This design comes from an exercise in tuning for small area, a short achievable clock period and few clock cycles per item on the open sky130 flow, not from production work.
Function was checked by simulation only, so behaviour that the tests miss may differ from the original.
Power figures rest on the tool's default switching activity, not on a simulated workload.

[config.mk]
export PLATFORM = sky130hd
export DESIGN_NAME = apt_frame_parser
export DESIGN_NICKNAME = apt_frame_parser
export VERILOG_FILES = /design/flow/design.v
export SDC_FILE = /design/flow/constraint.sdc
export NUM_CORES = 4
export LEC_CHECK = 0
export CAP_MARGIN = 20
export CORE_MARGIN = 2
export CORE_UTILIZATION = 40
export PLACE_DENSITY = 0.6
export SLEW_MARGIN = 20
[constraint.sdc]
create_clock -name core_clock -period 4.5 [get_ports {clk}]
set_input_delay 0.9000 -clock core_clock [delete_from_list [all_inputs] [get_ports {clk}]]
set_output_delay 0.9000 -clock core_clock [all_outputs]
set_load 0.01 [all_outputs]
[design.v]
module apt_frame_parser (
    input  wire        clk,
    input  wire        rst,
    input  wire        in_valid,
    input  wire [7:0]  in_data,
    output wire        in_ready,
    output wire        out_valid,
    input  wire        out_ready,
    output reg  [1:0]  out_kind,
    output reg  [1:0]  out_err,
    output reg  [15:0] out_msgid,
    output reg  [6:0]  out_dest,
    output reg  [7:0]  out_source,
    output reg         out_long,
    output reg  [7:0]  out_param1,
    output reg  [7:0]  out_param2,
    output reg  [63:0] out_f0,
    output reg  [31:0] out_f1,
    output reg  [31:0] out_f2,
    output reg  [31:0] out_f3,
    output reg  [12:0] out_status
);
    localparam BUF_BYTES = 20;
    localparam [1:0] KIND_KNOWN     = 2'd0;
    localparam [1:0] KIND_UNKNOWN   = 2'd1;
    localparam [1:0] KIND_MALFORMED = 2'd2;
    localparam [1:0] ERR_NONE      = 2'd0;
    localparam [1:0] ERR_TOO_SHORT = 2'd1;
    localparam [1:0] ERR_BAD_ENUM  = 2'd2;
    reg  [7:0]  fbuf [0:BUF_BYTES-1];
    reg  [16:0] idx;         
    reg         pend;        
    reg         oval;        
    wire        out_free = !oval || out_ready;
    wire        move     = pend && out_free;
    assign in_ready  = !pend || move;
    assign out_valid = oval;
    wire        take     = in_valid && in_ready;
    wire        hdr_long = fbuf[4][7];
    wire [15:0] hdr_len  = {fbuf[3], fbuf[2]};
    wire        last_byte = (idx == 17'd5) ? (!hdr_long || hdr_len == 16'd0)
                          : (idx > 17'd5) && (idx == {1'b0, hdr_len} + 17'd5);
    integer i;
    always @(posedge clk) begin
        if (rst) begin
            idx  <= 17'd0;
            pend <= 1'b0;
        end else begin
            if (move)
                pend <= 1'b0;
            if (take) begin
                if (idx < BUF_BYTES)
                    fbuf[idx[4:0]] <= in_data;
                if (last_byte) begin
                    idx  <= 17'd0;
                    pend <= 1'b1;
                end else begin
                    idx  <= idx + 17'd1;
                end
            end
        end
    end
    function [15:0] le16(input integer o);
        le16 = {fbuf[o+1], fbuf[o]};
    endfunction
    function [31:0] le32(input integer o);
        le32 = {fbuf[o+3], fbuf[o+2], fbuf[o+1], fbuf[o]};
    endfunction
    function [12:0] status_flags(input [31:0] w);
        status_flags = {w[31], w[24], w[14], w[13], w[12], w[10], w[9],
                        w[7], w[6], w[5], w[4], w[1], w[0]};
    endfunction
    function [31:0] adc_scale(input [15:0] raw);
        adc_scale = {16'd0, raw} * 32'd5;
    endfunction
    wire [15:0] d_msgid  = le16(0);
    wire [15:0] d_len    = le16(2);
    wire        d_long   = fbuf[4][7];
    wire [16:0] d_size   = d_long ? {1'b0, d_len} + 17'd6 : 17'd6;
    reg         d_known;
    reg  [4:0]  d_min;
    reg         d_bad_enum;
    reg  [63:0] d_f0;
    reg  [31:0] d_f1, d_f2, d_f3;
    reg  [12:0] d_status;
    always @(*) begin
        d_known    = 1'b1;
        d_min      = 5'd6;
        d_bad_enum = 1'b0;
        d_f0       = 64'd0;
        d_f1       = 32'd0;
        d_f2       = 32'd0;
        d_f3       = 32'd0;
        d_status   = 13'd0;
        case (d_msgid)
            16'h1001: begin  
                d_min      = 5'd6;
                d_f0       = {56'd0, fbuf[2]};
                d_f1       = {31'd0, fbuf[3] == 8'd1};
                d_bad_enum = (fbuf[3] != 8'd1) && (fbuf[3] != 8'd2);
            end
            16'h1002: begin  
                d_min = 5'd12;
                d_f0  = {48'd0, le16(6)};
                d_f1  = le32(8);
            end
            16'h1003: begin  
                d_min    = 5'd20;
                d_f0     = {48'd0, le16(6)};
                d_f1     = le32(8);
                d_f2     = le32(12);
                d_status = status_flags(le32(16));
            end
            16'h1004: begin  
                d_min = 5'd10;
                d_f0  = {32'd0, adc_scale(le16(6))};
                d_f1  = adc_scale(le16(8));
            end
            16'h1005: begin  
                d_min = 5'd6;
                d_f0  = {60'd0, fbuf[2][3:0]};
            end
            16'h1006: begin  
                d_min = 5'd20;
                d_f0  = {fbuf[13], fbuf[12], fbuf[11], fbuf[10],
                         fbuf[9],  fbuf[8],  fbuf[7],  fbuf[6]};
                d_f1  = {{16{fbuf[15][7]}}, le16(14)};
                d_f2  = le32(16);
            end
            16'h1007: begin  
                d_min    = 5'd20;
                d_f0     = {48'd0, le16(6)};
                d_f1     = le32(8);
                d_f2     = {16'd0, le16(12)};
                d_status = status_flags(le32(16));
            end
            16'h1008: begin  
                d_min = 5'd14;
                d_f0  = {48'd0, le16(6)};
                d_f1  = {16'd0, le16(8)};
                d_f2  = {16'd0, le16(10)};
                d_f3  = {16'd0, le16(12)};
            end
            default: d_known = 1'b0;
        endcase
    end
    wire d_too_short = d_size < {12'd0, d_min};
    always @(posedge clk) begin
        if (rst) begin
            oval <= 1'b0;
        end else begin
            if (out_ready)
                oval <= 1'b0;
            if (move) begin
                oval       <= 1'b1;
                out_msgid  <= d_msgid;
                out_dest   <= fbuf[4][6:0];
                out_source <= fbuf[5];
                out_long   <= d_long;
                out_param1 <= fbuf[2];
                out_param2 <= fbuf[3];
                out_f0     <= d_f0;
                out_f1     <= d_f1;
                out_f2     <= d_f2;
                out_f3     <= d_f3;
                out_status <= d_status;
                if (!d_known) begin
                    out_kind <= KIND_UNKNOWN;
                    out_err  <= ERR_NONE;
                end else if (d_too_short) begin
                    out_kind <= KIND_MALFORMED;
                    out_err  <= ERR_TOO_SHORT;
                end else if (d_bad_enum) begin
                    out_kind <= KIND_MALFORMED;
                    out_err  <= ERR_BAD_ENUM;
                end else begin
                    out_kind <= KIND_KNOWN;
                    out_err  <= ERR_NONE;
                end
            end
        end
    end
endmodule
[run.sh]
#!/bin/bash
# synth_recipe.tcl (not shown) runs the flow's synth.tcl, then flattens the netlist and writes it again
# the make line also repeats each setting of config.mk as NAME=value (left out here)
make -C /OpenROAD-flow-scripts/flow DESIGN_CONFIG=/design/flow/config.mk WORK_HOME=/design/flow/orfs CLKGATE_MAP_FILE= SYNTH_SCRIPT=/design/flow/synth_recipe.tcl finish
==> impl_metrics.tcl <==
set metrics [dict create \
    status "timing/DRC/antenna clean" \
    ff_latch_area_sq_um 11500 \
    yosys.area.top_type_share 0.673 \
    synth_edf_count 369 \
    m1WireLength_microns 17600 \
    drcViolationCount 0 \
    dpl_worst_slack_ns 0.704 \
    final_nets 1467 \
    drtPass1Iterations 8 \
    wirelength_microns 40500 \
    rsz0062_at_grt "no" \
    final-setup-viol-count 0 \
    synth-main-ff-cell "edfxtp_1" \
    top_layer_used "met4" \
    p_switching_uw 1430 \
    worst_pin_slew_ns 1.12 \
    grt_pass1_vias 9863 \
    synth_area_sq_um 16500 \
    worst_r2r_path_depth 15 \
    synthArstFlopShare 0 \
    p_int_uw 5690 \
    die_area_sq_um 42800 \
    gp_congestion 0.879 \
    setup_ws_ns 0.749 \
    yosys.area.top_type "edfxtp_1" \
    grt_pass1_wl_microns 60100 \
    synthToLayoutAreaGrowth_pct 24.5 \
    path_max_fanout 21 \
    synth_cell_types 68 \
    grt_max_degree 98 \
    cap_violations 0 \
    power_density_nw_per_um2 347 \
    core_area_sq_um 40700 \
    final_area_sq_um 20500 \
    vdd_drop_max_uv 233 \
    end_kind "register" \
    p_sw_frac 0.201 \
    relSlewSlack 0.254 \
    clock_skew_ns 0.0129 \
    grtUsageTotal 0.188 \
    numClockSinks 388 \
    die_y_microns 207 \
    nFillCells 3504 \
    crit_required_ns 4.90 \
    initial_core_util 0.404 \
    cts_tree "built" \
    first_iter_violations 744 \
    multi_input_area_sq_um 4600 \
    viasPerCell 5.22 \
    ys_warn_count 1 \
    sequentialPowerShare 0.554 \
    synth-seq-area-share 0.696 \
    post-route-period-util 0.834 \
    dr_wl_met2_microns 19400 \
    final_cell_mix "edfxtp_1, clkdlybuf4s50_1, and2_1" \
    p_leak_uw 0.00702 \
    port_buffers 222 \
    hold_viol 0 \
    cts-hold-fix-buffers 0 \
    via_count 10200 \
    synth_area_per_cell_sq_um 14.3 \
    power.share.clock 0.433 \
    clkTransAtPathRegs_ns 0.06 \
    wire_per_inst_microns 20.8 \
    ys_ff_latch 388 \
    fp.dieW_microns 207 \
    postCtsSetupRepairBufs 0 \
    root_buffer "clkbuf_16" \
    fin_crit_ns 3.75 \
    worstPathArrival_ns 4.15 \
    place_hpwl_microns 28000 \
    cts_made_buffers 41 \
    yosys-top-cells-area "edfxtp_1, ha_1, and2_1" \
    antenna_left 0 \
    clk_latency_ns 0.54 \
    htree_levels 2 \
    wl_met3_microns 2730 \
    row_count 74 \
    hold_path.class "reg -> reg" \
    grt-ovfl-total 0 \
    report.final.slew_viol_count 0 \
    drive_gt1_frac 0.0636 \
    cts.path.max_buffers 3 \
    holdPathStages 0 \
    antenna_found_initial 0 \
    power_frac_comb 0.013 \
    cp-start-kind "register" \
    cts_resized 0 \
    worstSetupPathType "reg -> reg" \
    placed_cell_area_sq_um 19300 \
    synthesis.instances 1154 \
    fmax_mhz 267 \
    io_pins 239 \
    final_common_cell "edfxtp_1" \
]
## worst paths after layout
| path | from | end | slack (ns) |
|---|---|---|---|
| setup / recovery | fbuf[1][3] | out_kind[1] | 0.75 |
| hold / removal | fbuf[4][3] | out_dest[3] | 0.42 |
| setup reg to reg | fbuf[1][3] | out_kind[1] | 0.75 |
| hold reg to reg | fbuf[4][3] | out_dest[3] | 0.42 |
## Yosys cell counts, types with 4 or more instances
cell type and instances:
nand2_1 78, a222oi_1 26, xor2_1 26, buf_2 5, nand3_1 20, dfxtp_1 19
clkbuf_1 40, o21ai_0 39, buf_4 17, a21oi_1 27, o21a_1 8, inv_1 46
nor3_1 12, a21o_1 7, edfxtp_1 369, a31oi_1 6, nor2b_1 16, and2_1 81
and3_1 7, nor4_1 12, a22oi_1 7, nor3b_1 4, a22o_1 22, nand2b_1 9
or3_1 5, xnor2_1 34, a221o_1 4, nand4_1 10, a211oi_1 6, ha_1 67
nor2_1 71
## cell type report
type / instances / share of cell area
Multi-Input combinational cell: 671 / 0.224
Inverter: 46 / 0.00842
Tap cell: 532 / 0.0325
Clock inverter: 26 / 0.00921
Timing Repair Buffer: 238 / 0.116
Antenna cell: 1 / 0.000122
Clock buffer: 46 / 0.0510
Sequential cell: 388 / 0.559
## state kept, by name, indices dropped and copies added (netlist names), 13 cells and up
register	flops
out_f3	16
out_status	13
idx	17
out_f2	32
out_f1	32
fbuf	160
out_msgid	16
out_f0	64
## layer usage
layer / up-vias / GRT usage
met5: - / 0
met4: 0 / 0.0534
met3: 49 / 0.0363
met2: 362 / 0.305
met1: 4988 / 0.258
li1: 4769 / -
## critical path, cell delays in order (launching register included)
cell	delay (ns)
edfxtp_1	0.40
nor4_1	0.42
nand3_1	0.23
nor2_1	0.23
nand2_1	0.08
buf_4	0.22
inv_1	0.07
buf_4	0.28
ha_1	0.29
o21a_1	0.16
o21ai_0	0.20
o22ai_1	0.11
or4_1	0.50
o21ai_1	0.17
and2b_1	0.15
nand2b_1	0.10
## metrics by stage
stage	hold WS [ns]	std cells	power (uW)	setup TNS (ns)	util
after floorplan	0.400	1169	4060	-452.47	-
after global placement	0.400	1875	4110	0	0.473
after detailed placement	0.405	1875	4110	0	0.473
after CTS	0.420	1947	7200	0	0.503
after global routing	0.428	1947	7350	0	0.503
final	0.422	1948	7120	0	0.503
## kinds of logic after synthesis
logic type | count (synthesis) | share of synthesized area
AOI/OAI and AO/OA | 182 | 0.0804
xor gates and xnor gates | 60 | 0.0319
adders and majority gates | 69 | 0.0533
buffers and inverters | 110 | 0.0298
DFF | 388 | 0.696
muxes | 3 | 0.00190
other | 1 | 0.000228
and+or+nand+nor | 341 | 0.107
## power groups by stage
stage | Combinational, uW | Clock, uW | Sequential [uW]
6_report | 91.8 | 3090 | 3940
5_1_grt | 101 | 3310 | 3940
4_1_cts | 93.1 | 3160 | 3940
3_5_place_dp | 91.9 | 0 | 4020
3_3_place_gp | 92.5 | 0 | 4020
2_1_floorplan | 48.4 | 0 | 4010
Testbench counts, summed over its fixed seeds: cycles 48,903, items 3,200.

-- afterwards: timing with drivers on the ports --
In the flow no input, the clock included, has a driving cell. The finished layout below was timed again as built, in two steps. Step 1 sets driving cells, clkbuf_16 on the clock port and buf_2 on the other inputs (assumed; they add their load-dependent delay and slew). Step 2 also shifts input and output timing later by t, the mid clock arrival at the registers, as if the neighbouring blocks saw the same clock. Slacks: no drivers / after step 1 / after step 2; pairs: no drivers / after step 1.
t, ns: 0.585
setup slack, ns: 0.749 / 0.749 / 0.749
clock arrival spread, ns: 0.014 / 0.014
worst register clock-pin slew, ns: 0.06 / 0.06
pins driven straight from the clock port: 1
After both steps setup and hold are still met in this run. The setup slack of this run moves by 0.000 ns with the drivers and by 0.000 ns with both steps.
